Background: an optimization exercise with open tools, aiming at small area. Do not read the settings as production practice.
The RTL was checked by simulation tests, not by an equivalence proof against the original design.
Power is estimated from default activity; no workload was simulated.

==> run Z: inputs <==
// icsp_ctrl
module icsp_ctrl (
    input  wire        clk,
    input  wire        rst,           
    input  wire        cmd_valid,
    input  wire [7:0]  cmd_op,
    input  wire [23:0] cmd_arg0,
    input  wire [15:0] cmd_arg1,
    output wire        cmd_ready,
    output reg         done,
    output wire [3:0]  cause,
    output wire [15:0] result,
    output wire [1:0]  session,
    output wire [1:0]  ident,
    output wire [15:0] devid,
    output wire [7:0]  cat_index,
    output wire [23:0] code_size,
    output wire [3:0]  erase_blocks,
    output wire [6:0]  wbuf_words,
    output wire        pgc_o,
    output wire        pgc_oe,
    output reg         pgd_o,      
    output wire        pgd_oe,
    input  wire        pgd_i,
    output wire        mclr_o,
    output wire        mclr_oe
);
export LEC_CHECK = 0
export CAP_MARGIN = 20
export CORE_MARGIN = 2
export CORE_UTILIZATION = 40
export CTS_BUF_LIST = sky130_fd_sc_hd__clkbuf_8
export SLEW_MARGIN = 20
create_clock -name core_clock -period 10.0 [get_ports {clk}]
standard.sh (not shown) runs the stock make flow with config.mk's settings and CLKGATE_MAP_FILE= SYNTH_SCRIPT=/design/flow/synth_recipe.tcl, a recipe that flattens the netlist after the stock synthesis.
==> flow/flow/run.sh <==
#!/bin/bash
set -euo pipefail
W=$PWD
export AREA_ABC_SCRIPT=$W/flow/area.abc
export FLOW_SYNTH_TCL=$W/synth_recipe.tcl
export BUFFER_PORTS_ARGS="-buffer_cell sky130_fd_sc_hd__buf_1"
sed "s#SYNTH_SCRIPT=[^ ]*#SYNTH_SCRIPT=$W/flow/area_synth.tcl#" standard.sh > area_standard.sh
grep -q "SYNTH_SCRIPT=$W/flow/area_synth.tcl" area_standard.sh
bash area_standard.sh > standard_flow.log 2>&1
==> flow/flow/area.abc <==
strash
&get -n
&fraig -x
&put
dc2
dc2
strash
&get -n
&dch -f
&nf -R 1000
&put
strash
dc2
&get -n
&dch -f
&nf -R 1000
&put
==> flow/flow/area_synth.tcl <==
# The standard synthesis script, with only the ABC script of its
# technology-mapping step replaced by flow/area.abc (area-oriented).
proc abc {args} {
  set i [lsearch -exact $args -script]
  if {$i >= 0} {
    set args [lreplace $args $i [expr {$i + 1}] -script $::env(AREA_ABC_SCRIPT)]
  }
  yosys abc {*}$args
}
source $::env(FLOW_SYNTH_TCL)
==> run Y (differences from run Z) <==
--- a/flow/flow/run.sh
+++ b/flow/flow/run.sh
@@ -6,2 +6,4 @@
 export BUFFER_PORTS_ARGS="-buffer_cell sky130_fd_sc_hd__buf_1"
+export SKIP_REPAIR_TIE_FANOUT=1
+export CTS_ARGS="-sink_clustering_enable -repair_clock_nets -dont_use_dummy_load -buf_list \"sky130_fd_sc_hd__clkbuf_4 sky130_fd_sc_hd__clkbuf_8\""
 sed "s#SYNTH_SCRIPT=[^ ]*#SYNTH_SCRIPT=$W/flow/area_synth.tcl#" standard.sh > area_standard.sh
--- a/flow/flow/area.abc
+++ b/flow/flow/area.abc
@@ -17 +17,7 @@
 &put
+strash
+dc2
+&get -n
+&dch -f
+&nf -R 1000
+&put
==> notes <==
- Run Z went through all stages and came out clean. Run Y completed without violations.
- In sequential cell count, run Z and run Y do not differ.
- Of run Z and run Y, run Y has the higher sequential share of layout area (gap 1.1 points).
- In run Z the combinational power is smaller than in run Y, by 13%.
- Of run Y and run Z, run Z has the higher design area (gap 3.3%, measured against run Z).
- Of run Y and run Z, run Y has the higher register-to-register slack (gap 0.61 ns).
- Against run Y, the area after synthesis of run Z is larger by about 0.9%.
- Between run Z and run Y, the lower non-clock buffer count is in run Z (gap 2).
- Between run Z and run Y, the lower first-iteration DRC count is in run Y (gap about 18%, measured against run Y).
==> figures <==
metric	run Y	run Z
Portion of the clock cycle consumed by the worst path in the final layout	62.2%	69.1%
Filler Cells Inserted	1573	1490
Count of buffers not belonging to the clock network in the layout	125	123
Combinational power	0.621 mW	0.542 mW
Endpoint of the worst register-to-register path	cnt[5]	pgd_q
Power Density	196 nW/um2	190 nW/um2
GRT Total Usage	23.6%	23.9%
GR Layer Usage met3	3.82%	4.89%
Run status	complete, no violations	complete, no violations
Sequential power	0.481 mW	0.498 mW
Count of placed standard cells including taps	1012	1060
Inverters excl. clock	24	18
Share of post-route cells with drive strength above 1	3.11%	3.25%
Maximum single-stage delay on the critical path	0.57 ns	0.81 ns
Wire length of the first global-routing pass	29700 um	30400 um
Layout Cells excl Fill	1021	1076
Y dimension of the die	126 um	127 um

-- afterwards: timing with drivers on the ports --
Ports are ideal in the flow. The routed layouts listed here were re-timed in OpenROAD. Step 1 assumes that a clkbuf_16 drives the clock port and a buf_2 every other input. Step 2 adds t to the input delays and takes it off the output delays; t is the mean of the earliest and latest rising clock arrival at the registers after step 1. Input paths then give back, and output paths get back, about the clock's delay inside the block. a / b / c = ideal / step 1 / step 2; a / b = the first two.
run | t, ns | setup WS [ns] | worst setup path after step 2 | clock arrival spread, ns | worst data-port slew with drivers (ns)
run Z | 0.415 | 3.088 / 3.049 / 3.464 | register to output | 0.013 / 0.013 | 0.05
run Y | 0.406 | 3.783 / 3.744 / 4.151 | register to output | 0.033 / 0.033 | 0.05
After both steps every run listed still meets setup and hold.
